Context: an optimization exercise on an open-source flow, tuned for small area, a short achievable clock period and few clock cycles. The choices shown serve that exercise and are no tape-out recipe. Where RTL was checked, it was by simulation tests only, not by an equivalence proof against the original. Power and IR drop assume default switching activity. The flow treats the clock pin as an ideal source, which a real chip does not have.

==> inputs of v35 <==
==> flow/design.v (excerpt) <==
module fdrd_stream (
    input  wire        clk,
    input  wire        rst,             
    input  wire        start,
    input  wire [11:0] frame_len,
    output wire        start_ready,
    input  wire        in_valid,
    input  wire [7:0]  in_data,
    output wire        in_ready,
    output reg         rec_valid,
    output wire [63:0] rec_ts,
    output wire [7:0]  rec_prio,
    output wire [31:0] rec_lon,
    output wire [31:0] rec_lat,
    output wire [15:0] rec_alt,
    output wire [15:0] rec_angle,
    output wire [7:0]  rec_sats,
    output wire [15:0] rec_speed,
    output wire [15:0] rec_event_io,
    output wire [15:0] rec_total_io,
    output wire [15:0] rec_cnt_1b,
    output wire [15:0] rec_cnt_2b,
    output wire [15:0] rec_cnt_4b,
    output wire [15:0] rec_cnt_8b,
    output wire [15:0] rec_cnt_nx,
    output wire [9:0]  rec_elem_first,
    output wire [10:0] rec_off,
    output wire [10:0] rec_len,
    output reg         elem_valid,
    output wire [15:0] elem_id,
  ...
==> flow/config.mk <==
export PLATFORM = sky130hd
export DESIGN_NAME = fdrd_stream
export DESIGN_NICKNAME = fdrd_stream
export VERILOG_FILES = /design/flow/design.v
export SDC_FILE = /design/flow/constraint.sdc
export NUM_CORES = 4
export LEC_CHECK = 0
export CAP_MARGIN = 20
export CORE_MARGIN = 2
export CORE_UTILIZATION = 40
export SLEW_MARGIN = 20
==> flow/constraint.sdc <==
create_clock -name core_clock -period 11.0 [get_ports {clk}]
set_input_delay 2.2000 -clock core_clock [delete_from_list [all_inputs] [get_ports {clk}]]
set_output_delay 2.2000 -clock core_clock [all_outputs]
set_load 0.01 [all_outputs]
standard.sh (not shown) runs the stock make flow with config.mk's settings and CLKGATE_MAP_FILE= SYNTH_SCRIPT=/design/flow/synth_recipe.tcl, a recipe that flattens the netlist after the stock synthesis.
==> flow/flow/run.sh <==
#!/bin/bash
# Standard ORFS layout, with timing repair aimed at a slack of 7 ns below the
# 11 ns clock (the SDC and clock are unchanged).
set -euo pipefail
bash standard.sh SETUP_SLACK_MARGIN=7 finish > make_finish.log 2>&1
==> v9: changes against v35 <==
==> flow/flow/run.sh (replaced) <==
#!/bin/bash
# Standard ORFS layout, with timing repair aimed at a slack of 8 ns below the
# 11 ns clock (the SDC and clock are unchanged).
set -euo pipefail
bash standard.sh SETUP_SLACK_MARGIN=8 finish > make_finish.log 2>&1
==> v30: changes against v35 <==
==> flow/run.sh (new file) <==
#!/bin/bash
# synth_recipe.tcl (not shown) runs the flow's synth.tcl, then flattens the netlist and writes it again
# the make line also repeats each setting of config.mk as NAME=value (left out here)
make -C /OpenROAD-flow-scripts/flow DESIGN_CONFIG=/design/flow/config.mk WORK_HOME=/design/flow/orfs CLKGATE_MAP_FILE= SYNTH_SCRIPT=/design/flow/synth_recipe.tcl finish
removed: flow/flow/run.sh
removed: flow/standard.sh
==> notes.md <==
P per Cell Area 135.6 nW/um^2; Hold EP cs[23]; layout cells sized above 1 43.22%; status complete, no violations; Multi-input gate area 7684 um^2; Filler cells 4830; WL per Instance 20.78 um; crit-path leading delay family flip-flops; number of diodes 0; Worst Reg-to-Reg Cells 22; Final Util 58.00%; combinational fraction of design power under 10%
[end of results for v9]
==> notes.md <==
Clock group 1.84 mW; Seq Cell Count 537; Compound-Gate Fraction of Synth Area 7.750%; Hold EP sr2[9]; crit-path leading delay family flip-flops; Top class by area registers; Cell Chain, Critical Path buf_6 -> and3b_2 -> buf_6 -> and2_4 -> buf_6; CP startpoint result[0]; layout cells sized above 1 11.27%; Final Util 54.96%; WL per Instance 21.41 um; Filler cells 4894; status complete, no violations
[end of results for v35]
==> notes.md <==
estimated wirelength of the detail-placed design 45.18 mm; crit-path leading delay family buffers and inverters; Final Hold Viols 0; Worst Reg-to-Reg Cells 13; status complete, no violations; Site Rows between 80 and 90; combinational fraction of design power 6.8%; leading cell type in the layout, fill and taps excluded clkdlybuf4s50_1; WL per Instance 20.90 um; reg2reg setup slack 5850 ps; Final Util 53.81%; Area growth, synth to finish 33.30%; Worst-Margin Slew 1037 ps; Hold EP sr2[22]; Multi-input gate area 6825 um^2; Filler cells 4814
[end of results for v30]
Testbench counts of v35, summed over its fixed seeds: cycles 92,202.
Testbench counts of v9, summed over its fixed seeds: cycles 92,202.
Testbench counts of v30, summed over its fixed seeds: cycles 92,202.

* * *

==> 01-10 <==
==> flow/design.v <==
module fdrd_stream (
    input  wire        clk,
    input  wire        rst,             
    input  wire        start,
    input  wire [11:0] frame_len,
    output wire        start_ready,
    input  wire        in_valid,
    input  wire [7:0]  in_data,
    output wire        in_ready,
    output reg         rec_valid,
    output wire [63:0] rec_ts,
    output wire [7:0]  rec_prio,
    output wire [31:0] rec_lon,
    output wire [31:0] rec_lat,
    output wire [15:0] rec_alt,
    output wire [15:0] rec_angle,
    output wire [7:0]  rec_sats,
    output wire [15:0] rec_speed,
    output wire [15:0] rec_event_io,
    output wire [15:0] rec_total_io,
    output wire [15:0] rec_cnt_1b,
    output wire [15:0] rec_cnt_2b,
    output wire [15:0] rec_cnt_4b,
    output wire [15:0] rec_cnt_8b,
    output wire [15:0] rec_cnt_nx,
    output wire [9:0]  rec_elem_first,
    output wire [10:0] rec_off,
    output wire [10:0] rec_len,
    output reg         elem_valid,
    output wire [15:0] elem_id,
    output wire [2:0]  elem_kind,
    output wire [7:0]  elem_rec,
    output wire [15:0] elem_vlen,
    output wire [10:0] elem_voff,
    output wire [63:0] elem_val,
    output reg         done,
    output reg  [2:0]  result,
    output wire [7:0]  anomaly,
    output wire [15:0] crc_calc,
    output wire [7:0]  ack,
    output wire [7:0]  rec_count,
    output wire [9:0]  elem_count,
    output wire [10:0] err_pos
);
    localparam [2:0] R_OK        = 3'd1;
    localparam [2:0] R_FRAME_LEN = 3'd2;
    localparam [2:0] R_SHORT     = 3'd3;
    localparam [2:0] R_CODEC     = 3'd4;
    localparam [2:0] R_CRC       = 3'd5;
    localparam [2:0] R_MALFORMED = 3'd6;
    localparam [3:0] S_HDR  = 4'd0,    
                     S_END  = 4'd1,    
                     S_RH   = 4'd2,    
                     S_CNT0 = 4'd3,    
                     S_CNT1 = 4'd4,    
                     S_ID0  = 4'd5,
                     S_ID1  = 4'd6,
                     S_NXL0 = 4'd7,
                     S_NXL1 = 4'd8,
                     S_V0   = 4'd9,    
                     S_V    = 4'd10;   
    function [15:0] crc_byte(input [15:0] c, input [7:0] d);
        integer i;
        reg [15:0] x;
        begin
            x = c ^ {8'h00, d};
            for (i = 0; i < 8; i = i + 1)
                x = x[0] ? ((x >> 1) ^ 16'hA001) : (x >> 1);
            crc_byte = x;
        end
    endfunction
    reg        idle;          
    reg        inr;           
    reg        st_tk;         
    reg [11:0] rc;            
    reg        tk;            
    reg [7:0]  db;            
    assign start_ready = idle;
    assign in_ready    = inr;
    wire take    = in_valid && inr;
    wire st_take = start && idle;
    wire len_ok  = (frame_len >= 12'd15) && (frame_len <= 12'd2048);
    always @(posedge clk) begin
        db <= in_data;
        if (rst) begin
            inr <= 1'b0;
            tk  <= 1'b0;
        end else begin
            tk <= take;
            if (st_take) begin
                rc  <= frame_len - 12'd4;
                inr <= len_ok;
            end else if (take) begin
                rc <= rc - 12'd1;
                if (rc == 12'hFFD) inr <= 1'b0;
            end
        end
    end
    reg [3:0]   st;
    reg [10:0]  pos;          
    reg [10:0]  fcnt;
    reg [2:0]   grp;          
    reg [9:0]   grem;         
    reg         gbig;         
    reg [7:0]   rec_idx;      
    reg [9:0]   elem_idx;     
    reg [7:0]   n1;
    reg [15:0]  crc;
    reg         is8, is8e;
    reg         f_pre, f_dfl, f_rhi, f_n1n2, f_n2rec, f_slack, f_trunc, f_mal;
    reg         crc_ok;
    reg [191:0] sr1;          
    reg [31:0]  sr2;          
    reg [49:0]  cs;           
    reg [10:0]  roff;         
    reg [9:0]   efirst;
    reg [10:0]  rlen;
    reg [15:0]  id;
    reg [10:0]  nxlen;
    reg         nxbig;
    reg [10:0]  voff;
    reg [63:0]  acc;
    wire        cdc_ok  = is8 || is8e;
    wire        body    = !rc[11] && rc != 12'd0;
    wire [10:0] pos_inc = pos + 11'd1;
    reg [11:0] need;
    always @(*) begin
        need = 12'd0;
        case (st)
            S_RH:
                if (is8) begin
                    if (fcnt[4:0] == 5'd28) need = 12'd26;
                end else begin
                    case (fcnt[4:0])
                        5'd28: need = 12'd8;
                        5'd20: need = 12'd1;
                        5'd19: need = 12'd4;
                        5'd15: need = 12'd4;
                        5'd11: need = 12'd2;
                        5'd9:  need = 12'd2;
                        5'd7:  need = 12'd1;
                        5'd6:  need = 12'd2;
                        5'd4:  need = 12'd2;
                        5'd2:  need = 12'd2;
                        default: need = 12'd0;
                    endcase
                end
            S_CNT0, S_ID0, S_NXL0: need = 12'd2;
            S_V0: need = nxbig ? 12'hFFF : {1'b0, nxlen};
            default: need = 12'd0;
        endcase
    end
    wire fail = (rc < need);
    wire        rh_last  = is8 ? (fcnt[4:0] == 5'd3) : (fcnt[4:0] == 5'd1);
    wire        last_rec = (rec_idx == n1 - 8'd1);
    wire        cnt_zero = !gbig && grem[9:8] == 2'd0 && db == 8'd0;
    wire        last_el  = !gbig && grem == 10'd1;
    wire        nxl_zero = !nxbig && nxlen[10:8] == 3'd0 && db == 8'd0;
    wire [7:0]  rec_idx_n = rec_idx + {7'd0, rec_valid};
    wire [3:0]  hp       = pos[3:0];              
    wire        ok_now   = cdc_ok && crc_ok && (db == crc[7:0]) && !f_mal;
    reg  [3:0]  st_n;
    reg  [10:0] fcnt_n;
    reg         do_elem, do_rec, do_fail, rec_start, grp_adv;
    always @(*) begin
        st_n      = st;
        fcnt_n    = fcnt;
        do_elem   = 1'b0;
        do_rec    = 1'b0;
        do_fail   = 1'b0;
        rec_start = 1'b0;
        grp_adv   = 1'b0;
        if (st != S_HDR && st != S_END && fail) begin
            do_fail = 1'b1;
            st_n    = S_END;
        end else begin
            case (st)
                S_HDR:
                    if (hp == 4'd9) begin
                        fcnt_n = 11'd28;
                        st_n   = (cdc_ok && db != 8'd0) ? S_RH : S_END;
                    end
                S_RH: begin
                    rec_start = (fcnt[4:0] == 5'd28);
                    if (rh_last) begin
                        if (is8) do_rec = 1'b1;
                        else     st_n   = S_CNT0;
                    end
                end
                S_CNT0: begin
                    grp_adv = 1'b1;
                    st_n    = S_CNT1;
                end
                S_CNT1:
                    if (cnt_zero) begin
                        if (grp[2]) do_rec = 1'b1;
                        else        st_n   = S_CNT0;
                    end else begin
                        st_n = S_ID0;
                    end
                S_ID0: st_n = S_ID1;
                S_ID1:
                    if (grp[2]) begin
                        st_n = S_NXL0;
                    end else begin
                        st_n   = S_V0;
                        fcnt_n = {7'd0, grp == 3'd3, grp == 3'd2, grp == 3'd1, grp == 3'd0};
                    end
                S_NXL0: st_n = S_NXL1;
                S_NXL1: begin
                    fcnt_n = {nxlen[10:8], db};
                    if (nxl_zero) do_elem = 1'b1;
                    else          st_n    = S_V0;
                end
                S_V0, S_V: begin
                    st_n   = S_V;
                    if (fcnt == 11'd1) do_elem = 1'b1;
                end
                default: ;
            endcase
            if (do_elem) begin
                if (!last_el)     st_n = S_ID0;
                else if (grp[2])  do_rec = 1'b1;
                else              st_n = S_CNT0;
            end
            if (st == S_RH || st == S_V0 || st == S_V) fcnt_n = fcnt - 11'd1;
            if (do_rec) begin
                fcnt_n = 11'd28;
                st_n   = last_rec ? S_END : S_RH;
            end
        end
    end
    always @(posedge clk) begin
        rec_valid  <= 1'b0;
        elem_valid <= 1'b0;
        done       <= 1'b0;
        rlen       <= pos_inc - roff;
        rec_idx    <= rec_idx_n;
        st_tk      <= st_take;
        if (st_take) begin
            idle   <= 1'b0;
            result <= (frame_len > 12'd2048) ? R_FRAME_LEN : R_SHORT;
        end
        if (st_tk) begin
            st       <= S_HDR;
            pos      <= 11'd0;
            crc      <= 16'd0;
            rec_idx  <= 8'd0;
            elem_idx <= 10'd0;
            f_pre    <= 1'b0;
            f_dfl    <= 1'b0;
            f_rhi    <= 1'b0;
            f_n1n2   <= 1'b0;
            f_slack  <= 1'b0;
            f_trunc  <= 1'b0;
            f_n2rec  <= 1'b0;
            f_mal    <= 1'b0;
            crc_ok   <= 1'b1;
            n1       <= 8'd0;
            roff     <= 11'd0;
            if (!inr) begin
                done <= 1'b1;
                idle <= 1'b1;
            end
        end
        if (tk) begin
            pos  <= pos_inc;
            st   <= st_n;
            fcnt <= fcnt_n;
            if (st == S_HDR) begin
                if (hp[3:2] == 2'd0 && db != 8'd0) f_pre <= 1'b1;
                if ((hp == 4'd4 || hp == 4'd5) && db != 8'd0) f_dfl <= 1'b1;
                if (hp == 4'd6) id[15:8] <= db;
                if (hp == 4'd7) id[7:0] <= db;
                if (hp == 4'd9 && id >= {4'd0, rc}) f_dfl <= 1'b1;
                if (hp == 4'd8) begin
                    is8  <= (db == 8'h08);
                    is8e <= (db == 8'h8E);
                end
                if (hp == 4'd9) n1 <= db;
            end
            if (!rc[11] && !(st == S_HDR && !hp[3])) crc <= crc_byte(crc, db);
            if (rc == 12'd0) begin
                f_n1n2  <= (db != n1);
                f_n2rec <= (db != rec_idx_n);
            end
            if ((rc == 12'hFFF || rc == 12'hFFE) && db != 8'd0) begin
                f_rhi  <= 1'b1;
                crc_ok <= 1'b0;
            end
            if (rc == 12'hFFD && db != crc[15:8]) crc_ok <= 1'b0;
            if (rc == 12'hFFC) begin
                done <= 1'b1;
                idle <= 1'b1;
                if (!cdc_ok)
                    result <= R_CODEC;
                else if (!crc_ok || db != crc[7:0])
                    result <= R_CRC;
                else if (f_mal)
                    result <= R_MALFORMED;
                else
                    result <= R_OK;
                if (!ok_now) begin
                    n1       <= 8'd0;
                    rec_idx  <= 8'd0;
                    elem_idx <= 10'd0;
                    f_trunc  <= 1'b0;
                    f_n2rec  <= 1'b0;
                    f_slack  <= 1'b0;
                end
                if (!(cdc_ok && crc_ok && db == crc[7:0] && f_mal)) roff <= 11'd0;
            end
            if (body && (st == S_END || (do_fail && is8))) f_slack <= 1'b1;
            if (do_fail) begin
                if (is8) f_trunc <= 1'b1;
                else     f_mal   <= 1'b1;
            end
            if (rec_start || (do_fail && !is8)) roff <= pos;
            if (rec_start) efirst <= elem_idx;
            if (grp_adv) begin
                grp       <= grp + 3'd1;
                grem[9:8] <= db[1:0];
                gbig      <= (db[7:2] != 6'd0);
            end
            if (st == S_RH && rh_last) grp <= 3'd7;
            if (st == S_CNT1) grem[7:0] <= db;
            if (st == S_ID0) id[15:8] <= db;
            if (st == S_ID1) id[7:0] <= db;
            if (st == S_ID1 || st == S_NXL1) voff <= pos_inc;
            if (st == S_ID1 && !grp[2]) begin
                nxlen <= {7'd0, grp == 3'd3, grp == 3'd2, grp == 3'd1, grp == 3'd0};
                nxbig <= 1'b0;
            end
            if (st == S_NXL0) begin
                nxlen[10:8] <= db[2:0];
                nxbig       <= (db[7:3] != 5'd0);
            end
            if (st == S_NXL1) nxlen[7:0] <= db;
            if (do_elem) begin
                elem_valid <= 1'b1;
                elem_idx   <= elem_idx + 10'd1;
                grem       <= grem - 10'd1;
            end
            if (do_rec) rec_valid <= 1'b1;
        end
        if (rst) begin
            idle  <= 1'b1;
            st_tk <= 1'b0;
        end
    end
    wire rh     = tk && st == S_RH;
    wire sr1_en = rh && fcnt[4:0] > 5'd4;
    wire sr2_en = rh && (is8 || fcnt[4:0] <= 5'd4);
    wire cs_en  = (rh && is8) || (tk && st == S_CNT1);
    wire isv    = (st == S_V0) || (st == S_V);
    wire acc_en = tk && (isv || st == S_ID0);
    always @(posedge clk) begin
        if (sr1_en) sr1 <= {sr1[183:0], db};
        if (sr2_en) sr2 <= {sr2[23:0], db & {8{!is8}}};
        if (cs_en)  cs  <= {cs[39:0], {grem[9:8], db} & {10{!is8}}};
        if (acc_en) acc <= {acc[55:0], db} & {64{isv}};
    end
    assign rec_ts         = sr1[191:128];
    assign rec_prio       = sr1[127:120];
    assign rec_lon        = sr1[119:88];
    assign rec_lat        = sr1[87:56];
    assign rec_alt        = sr1[55:40];
    assign rec_angle      = sr1[39:24];
    assign rec_sats       = sr1[23:16];
    assign rec_speed      = sr1[15:0];
    assign rec_event_io   = sr2[31:16];
    assign rec_total_io   = sr2[15:0];
    assign rec_cnt_1b     = {6'd0, cs[49:40]};
    assign rec_cnt_2b     = {6'd0, cs[39:30]};
    assign rec_cnt_4b     = {6'd0, cs[29:20]};
    assign rec_cnt_8b     = {6'd0, cs[19:10]};
    assign rec_cnt_nx     = {6'd0, cs[9:0]};
    assign rec_elem_first = efirst;
    assign rec_off        = roff;
    assign rec_len        = rlen;
    assign elem_id   = id;
    assign elem_kind = grp;
    assign elem_rec  = rec_idx;
    assign elem_vlen = {5'd0, nxlen};
    assign elem_voff = voff;
    assign elem_val  = acc;
    assign anomaly    = {f_rhi, f_slack, f_pre, f_dfl, f_trunc, f_n1n2, f_n2rec, f_trunc};
    assign crc_calc   = crc;
    assign ack        = n1;
    assign rec_count  = rec_idx;
    assign elem_count = elem_idx;
    assign err_pos    = roff;
endmodule
==> flow/flow/run.sh <==
#!/bin/bash
# Standard ORFS layout (unchanged synthesis, SDC and clock) with timing repair
# aimed at a larger setup slack margin and port buffers of the smallest cell.
set -euo pipefail
bash standard.sh SETUP_SLACK_MARGIN=7.3 \
  "BUFFER_PORTS_ARGS=-buffer_cell sky130_fd_sc_hd__buf_1" finish > make_finish.log 2>&1
==> flow/standard.sh <==
#!/bin/bash
# synth_recipe.tcl (not shown) runs the flow's synth.tcl, then flattens the netlist and writes it again
# the make line also repeats each setting of config.mk as NAME=value (left out here)
make -C /OpenROAD-flow-scripts/flow DESIGN_CONFIG=/design/flow/config.mk WORK_HOME=/design/flow/orfs CLKGATE_MAP_FILE= SYNTH_SCRIPT=/design/flow/synth_recipe.tcl "${@:-finish}"
==> flow/config.mk <==
export PLATFORM = sky130hd
export DESIGN_NAME = fdrd_stream
export DESIGN_NICKNAME = fdrd_stream
export VERILOG_FILES = /design/flow/design.v
export SDC_FILE = /design/flow/constraint.sdc
export NUM_CORES = 4
export LEC_CHECK = 0
export CAP_MARGIN = 20
export CORE_MARGIN = 2
export CORE_UTILIZATION = 55
export SLEW_MARGIN = 20
==> flow/constraint.sdc <==
create_clock -name core_clock -period 11.0 [get_ports {clk}]
set_input_delay 2.2000 -clock core_clock [delete_from_list [all_inputs] [get_ports {clk}]]
set_output_delay 2.2000 -clock core_clock [all_outputs]
set_load 0.01 [all_outputs]
==> inputs of 06-16, as changes to 01-10 <==
--- a/flow/design.v
+++ b/flow/design.v
@@ -77,2 +77,4 @@
     reg [7:0]  db;            
+    reg        dbz;           
+    reg        lt1, lt2, lt4, lt8, lt26;
     assign start_ready = idle;
@@ -83,3 +85,17 @@
     always @(posedge clk) begin
-        db <= in_data;
+        db  <= in_data;
+        dbz <= (in_data == 8'd0);
+        if (take) begin
+            lt1  <= (rc < 12'd2);
+            lt2  <= (rc < 12'd3);
+            lt4  <= (rc < 12'd5);
+            lt8  <= (rc < 12'd9);
+            lt26 <= (rc < 12'd27);
+        end else begin
+            lt1  <= (rc < 12'd1);
+            lt2  <= (rc < 12'd2);
+            lt4  <= (rc < 12'd4);
+            lt8  <= (rc < 12'd8);
+            lt26 <= (rc < 12'd26);
+        end
         if (rst) begin
@@ -125,5 +141,5 @@
     wire [10:0] pos_inc = pos + 11'd1;
-    reg [11:0] need;
+    reg fail;
     always @(*) begin
-        need = 12'd0;
+        fail = 1'b0;
         case (st)
@@ -131,29 +147,28 @@
                 if (is8) begin
-                    if (fcnt[4:0] == 5'd28) need = 12'd26;
+                    if (fcnt[4:0] == 5'd28) fail = lt26;
                 end else begin
                     case (fcnt[4:0])
-                        5'd28: need = 12'd8;
-                        5'd20: need = 12'd1;
-                        5'd19: need = 12'd4;
-                        5'd15: need = 12'd4;
-                        5'd11: need = 12'd2;
-                        5'd9:  need = 12'd2;
-                        5'd7:  need = 12'd1;
-                        5'd6:  need = 12'd2;
-                        5'd4:  need = 12'd2;
-                        5'd2:  need = 12'd2;
-                        default: need = 12'd0;
+                        5'd28: fail = lt8;
+                        5'd20: fail = lt1;
+                        5'd19: fail = lt4;
+                        5'd15: fail = lt4;
+                        5'd11: fail = lt2;
+                        5'd9:  fail = lt2;
+                        5'd7:  fail = lt1;
+                        5'd6:  fail = lt2;
+                        5'd4:  fail = lt2;
+                        5'd2:  fail = lt2;
+                        default: fail = 1'b0;
                     endcase
                 end
-            S_CNT0, S_ID0, S_NXL0: need = 12'd2;
-            S_V0: need = nxbig ? 12'hFFF : {1'b0, nxlen};
-            default: need = 12'd0;
+            S_CNT0, S_ID0, S_NXL0: fail = lt2;
+            S_V0: fail = nxbig || (rc < {1'b0, nxlen});
+            default: fail = 1'b0;
         endcase
     end
-    wire fail = (rc < need);
     wire        rh_last  = is8 ? (fcnt[4:0] == 5'd3) : (fcnt[4:0] == 5'd1);
     wire        last_rec = (rec_idx == n1 - 8'd1);
-    wire        cnt_zero = !gbig && grem[9:8] == 2'd0 && db == 8'd0;
+    wire        cnt_zero = !gbig && grem[9:8] == 2'd0 && dbz;
     wire        last_el  = !gbig && grem == 10'd1;
-    wire        nxl_zero = !nxbig && nxlen[10:8] == 3'd0 && db == 8'd0;
+    wire        nxl_zero = !nxbig && nxlen[10:8] == 3'd0 && dbz;
     wire [7:0]  rec_idx_n = rec_idx + {7'd0, rec_valid};
@@ -180,3 +195,3 @@
                         fcnt_n = 11'd28;
-                        st_n   = (cdc_ok && db != 8'd0) ? S_RH : S_END;
+                        st_n   = (cdc_ok && !dbz) ? S_RH : S_END;
                     end
@@ -270,4 +285,4 @@
             if (st == S_HDR) begin
-                if (hp[3:2] == 2'd0 && db != 8'd0) f_pre <= 1'b1;
-                if ((hp == 4'd4 || hp == 4'd5) && db != 8'd0) f_dfl <= 1'b1;
+                if (hp[3:2] == 2'd0 && !dbz) f_pre <= 1'b1;
+                if ((hp == 4'd4 || hp == 4'd5) && !dbz) f_dfl <= 1'b1;
                 if (hp == 4'd6) id[15:8] <= db;
@@ -286,3 +301,3 @@
             end
-            if ((rc == 12'hFFF || rc == 12'hFFE) && db != 8'd0) begin
+            if ((rc == 12'hFFF || rc == 12'hFFE) && !dbz) begin
                 f_rhi  <= 1'b1;
@@ -317,4 +332,4 @@
             end
-            if (rec_start || (do_fail && !is8)) roff <= pos;
-            if (rec_start) efirst <= elem_idx;
+            if ((st == S_RH && fcnt[4:0] == 5'd28) || (do_fail && !is8)) roff <= pos;
+            if (st == S_RH && fcnt[4:0] == 5'd28) efirst <= elem_idx;
             if (grp_adv) begin
==> flow/flow/run.sh (replaced) <==
#!/bin/bash
# Standard ORFS layout (unchanged synthesis, SDC and clock) with:
#  - timing repair aimed at a larger setup slack margin, so it keeps working
#    below the 11 ns clock;
#  - port buffers of the smallest buffer cell (every port is still buffered);
#  - a clock tree of clkbuf_16 with larger sink clusters and no dummy loads.
set -euo pipefail
CTS="-sink_clustering_enable -repair_clock_nets -sink_clustering_size 32 -sink_clustering_max_diameter 120 -buf_list sky130_fd_sc_hd__clkbuf_16 -dont_use_dummy_load"
bash standard.sh SETUP_SLACK_MARGIN=7.4 \
  "BUFFER_PORTS_ARGS=-buffer_cell sky130_fd_sc_hd__buf_1" \
  "CTS_ARGS=$CTS" finish > make_finish.log 2>&1
==> inputs of 06-20, as changes to 01-10 <==
--- a/flow/design.v
+++ b/flow/design.v
@@ -90,3 +90,3 @@
             if (st_take) begin
-                rc  <= frame_len - 12'd4;
+                rc  <= frame_len;
                 inr <= len_ok;
@@ -94,3 +94,3 @@
                 rc <= rc - 12'd1;
-                if (rc == 12'hFFD) inr <= 1'b0;
+                if (rc == 12'd1) inr <= 1'b0;
             end
@@ -123,3 +123,4 @@
     wire        cdc_ok  = is8 || is8e;
-    wire        body    = !rc[11] && rc != 12'd0;
+    wire [11:0] brem    = rc - 12'd4;           
+    wire        body    = (rc > 12'd4);
     wire [10:0] pos_inc = pos + 11'd1;
@@ -131,15 +132,15 @@
                 if (is8) begin
-                    if (fcnt[4:0] == 5'd28) need = 12'd26;
+                    if (fcnt[4:0] == 5'd0) need = 12'd26;
                 end else begin
                     case (fcnt[4:0])
-                        5'd28: need = 12'd8;
-                        5'd20: need = 12'd1;
-                        5'd19: need = 12'd4;
-                        5'd15: need = 12'd4;
-                        5'd11: need = 12'd2;
-                        5'd9:  need = 12'd2;
-                        5'd7:  need = 12'd1;
-                        5'd6:  need = 12'd2;
-                        5'd4:  need = 12'd2;
-                        5'd2:  need = 12'd2;
+                        5'd0:  need = 12'd8;
+                        5'd8:  need = 12'd1;
+                        5'd9:  need = 12'd4;
+                        5'd13: need = 12'd4;
+                        5'd17: need = 12'd2;
+                        5'd19: need = 12'd2;
+                        5'd21: need = 12'd1;
+                        5'd22: need = 12'd2;
+                        5'd24: need = 12'd2;
+                        5'd26: need = 12'd2;
                         default: need = 12'd0;
@@ -152,4 +153,4 @@
     end
-    wire fail = (rc < need);
-    wire        rh_last  = is8 ? (fcnt[4:0] == 5'd3) : (fcnt[4:0] == 5'd1);
+    wire fail = (brem < need);
+    wire        rh_last  = is8 ? (fcnt[4:0] == 5'd25) : (fcnt[4:0] == 5'd27);
     wire        last_rec = (rec_idx == n1 - 8'd1);
@@ -158,2 +159,3 @@
     wire        nxl_zero = !nxbig && nxlen[10:8] == 3'd0 && db == 8'd0;
+    wire [11:0] dfl_x    = rc - 12'd7;            
     wire [7:0]  rec_idx_n = rec_idx + {7'd0, rec_valid};
@@ -179,3 +181,3 @@
                     if (hp == 4'd9) begin
-                        fcnt_n = 11'd28;
+                        fcnt_n = 11'd0;
                         st_n   = (cdc_ok && db != 8'd0) ? S_RH : S_END;
@@ -183,3 +185,4 @@
                 S_RH: begin
-                    rec_start = (fcnt[4:0] == 5'd28);
+                    fcnt_n    = fcnt + 11'd1;
+                    rec_start = (fcnt[4:0] == 5'd0);
                     if (rh_last) begin
@@ -215,2 +218,3 @@
                 S_V0, S_V: begin
+                    fcnt_n = fcnt - 11'd1;
                     st_n   = S_V;
@@ -225,5 +229,4 @@
             end
-            if (st == S_RH || st == S_V0 || st == S_V) fcnt_n = fcnt - 11'd1;
             if (do_rec) begin
-                fcnt_n = 11'd28;
+                fcnt_n = 11'd0;
                 st_n   = last_rec ? S_END : S_RH;
@@ -239,6 +242,3 @@
         st_tk      <= st_take;
-        if (st_take) begin
-            idle   <= 1'b0;
-            result <= (frame_len > 12'd2048) ? R_FRAME_LEN : R_SHORT;
-        end
+        if (st_take) idle <= 1'b0;
         if (st_tk) begin
@@ -260,5 +260,10 @@
             roff     <= 11'd0;
-            if (!inr) begin
-                done <= 1'b1;
-                idle <= 1'b1;
+            if (rc > 12'd2048) begin
+                result <= R_FRAME_LEN;
+                done   <= 1'b1;
+                idle   <= 1'b1;
+            end else if (rc < 12'd15) begin
+                result <= R_SHORT;
+                done   <= 1'b1;
+                idle   <= 1'b1;
             end
@@ -273,4 +278,3 @@
                 if (hp == 4'd6) id[15:8] <= db;
-                if (hp == 4'd7) id[7:0] <= db;
-                if (hp == 4'd9 && id >= {4'd0, rc}) f_dfl <= 1'b1;
+                if (hp == 4'd7 && {id[15:8], db} > {4'd0, dfl_x}) f_dfl <= 1'b1;
                 if (hp == 4'd8) begin
@@ -281,4 +285,4 @@
             end
-            if (!rc[11] && !(st == S_HDR && !hp[3])) crc <= crc_byte(crc, db);
-            if (rc == 12'd0) begin
+            if (rc >= 12'd4 && !(st == S_HDR && !hp[3])) crc <= crc_byte(crc, db);
+            if (rc == 12'd4) begin
                 f_n1n2  <= (db != n1);
@@ -286,3 +290,3 @@
             end
-            if ((rc == 12'hFFF || rc == 12'hFFE) && db != 8'd0) begin
+            if ((rc == 12'd3 || rc == 12'd2) && db != 8'd0) begin
                 f_rhi  <= 1'b1;
@@ -290,4 +294,4 @@
             end
-            if (rc == 12'hFFD && db != crc[15:8]) crc_ok <= 1'b0;
-            if (rc == 12'hFFC) begin
+            if (rc == 12'd1 && db != crc[15:8]) crc_ok <= 1'b0;
+            if (rc == 12'd0) begin
                 done <= 1'b1;
@@ -351,4 +355,4 @@
     wire rh     = tk && st == S_RH;
-    wire sr1_en = rh && fcnt[4:0] > 5'd4;
-    wire sr2_en = rh && (is8 || fcnt[4:0] <= 5'd4);
+    wire sr1_en = rh && !(fcnt[4] && fcnt[3]);
+    wire sr2_en = rh && (is8 || (fcnt[4] && fcnt[3]));
     wire cs_en  = (rh && is8) || (tk && st == S_CNT1);
==> flow/flow/run.sh (replaced) <==
#!/bin/bash
# Standard ORFS layout (unchanged synthesis, SDC and clock). Timing repair aims
# at a larger setup slack margin so it keeps working below the 11 ns clock.
set -euo pipefail
bash standard.sh SETUP_SLACK_MARGIN=7.7 finish > make_finish.log 2>&1
--- a/flow/config.mk
+++ b/flow/config.mk
@@ -9,3 +9,3 @@
 export CORE_MARGIN = 2
-export CORE_UTILIZATION = 55
+export CORE_UTILIZATION = 60
 export SLEW_MARGIN = 20
==> notes <==
Clock skew, highest first: 06-16, 01-10, 06-20. In sequential power, 06-20 and 01-10 hardly differ. The highest synthesized cell count belongs to 06-20, the lowest to 06-16. Die area: 06-20 < 06-16 < 01-10. Register-to-register slack: 06-16 > 06-20 > 01-10. Sequential share of layout area, lowest first: 06-20, 01-10, 06-16. Worst hold slack: 06-20 > 01-10 > 06-16. In 01-10 the via count is lower than in 06-20, by 15%. Global-route usage: 06-16 < 01-10 < 06-20. Count of clock-buffer cells in the layout, lowest first: 06-16, 06-20, 01-10. Clock power, lowest first: 06-16, 06-20, 01-10.
==> figures <==
|  | 01-10 | 06-16 | 06-20 |
|---|---|---|---|
| Status | timing/DRC/antenna clean | timing/DRC/antenna clean | timing/DRC/antenna clean |
| Clock-pin transition on the worst setup and hold timing paths | 0.06 ns | 0.12 ns | 0.06 ns |
| Arithmetic-cell share of the synthesized area counting full adders, half adders and majority gates | 0.03614 | 0.03718 | 0.03659 |
| Arrival time reported for the critical path endpoint | 4.22 ns | 1.33 ns | 4.22 ns |
| Number of global-route vias before repair | 13780 | 12770 | 16480 |
| Full die area | 41650 um^2 | 41140 um^2 | 38950 um^2 |
| Switching part of the total | 0.2067 | 0.2090 | 0.2235 |
| Start point of the critical path | st[2]$_SDFFCE_PP0P_ | n1[4]$_DFF_P_ | db[4]$_DFF_P_ |
| Per-cell routed wire length | 20.86 um | 21.14 um | 24.54 um |
| Met2 Wirelength | 27940 um | 26350 um | 35950 um |
| Power consumed by the clock network | 1.86 mW | 0.896 mW | 1.75 mW |
| Non-Clock Buffer Count | 580 | 534 | 857 |
| Final worst clock skew | 0.02663 ns | 0.03308 ns | 0.02213 ns |
| Synthesized-area fraction occupied by ao, oa, aoi and oai cells | 0.07189 | 0.06100 | 0.07368 |
| Placeable Area | 39640 um^2 | 38830 um^2 | 36700 um^2 |
| Count of clock buffers in the final design | 86 | 20 | 67 |
| Leak | 9.513 nW | 8.407 nW | 12.58 nW |
| Count of sequential standard cells | 536 | 538 | 536 |
| Pre-CTS WS | 6.294 ns | 6.692 ns | 6.117 ns |
| Layout-to-synthesis area ratio | 1.2105x | 1.1295x | 1.3956x |
| Filler cell count | 3096 | 3128 | 1801 |
| Nonclk inv count | 59 | 70 | 50 |
| Post-layout nets | 2246 | 2143 | 2567 |
No run of this note included a check of the RTL's function; only the layout flow was run.

-- what the ideal ports hide --
The flow's constraints put no driver on any port. The routed layouts listed below were extracted and timed again, unchanged, in two steps.
Step 1 assumes that a clkbuf_16 drives the clock port and a buf_2 every other input.
Step 2, shift: input delay + t, output delay - t, t = (earliest + latest rising clock arrival at the registers) / 2. This alone moves slack from input paths to output paths.
a / b / c = ideal ports / drivers / drivers and shift; a / b = the first two.
run	t, ns	setup slack, ns	hold slack, ns	worst setup path after step 2	latest minus earliest clock arrival (ns)
v35	0.669	6.970 / 6.906 / 6.668	0.441 / 0.441 / 0.441	input to register	0.017 / 0.016
v9	0.657	6.917 / 6.853 / 6.662	0.439 / 0.439 / 0.439	input to register	0.021 / 0.021
v30	0.669	5.595 / 5.635 / 4.966	0.441 / 0.441 / 0.441	input to register	0.027 / 0.027
01-10	0.645	7.244 / 7.244 / 7.011	0.440 / 0.440 / 0.440	input to register	0.029 / 0.029
06-16	0.608	7.475 / 7.416 / 6.989	0.438 / 0.438 / 0.438	input to register	0.034 / 0.034
06-20	0.664	7.275 / 7.275 / 7.122	0.443 / 0.443 / 0.443	input to register	0.024 / 0.024
After both steps every run listed still meets setup and hold. The setup slack of v30, which loses most, moves by +0.040 ns with the drivers and by -0.629 ns with both steps.
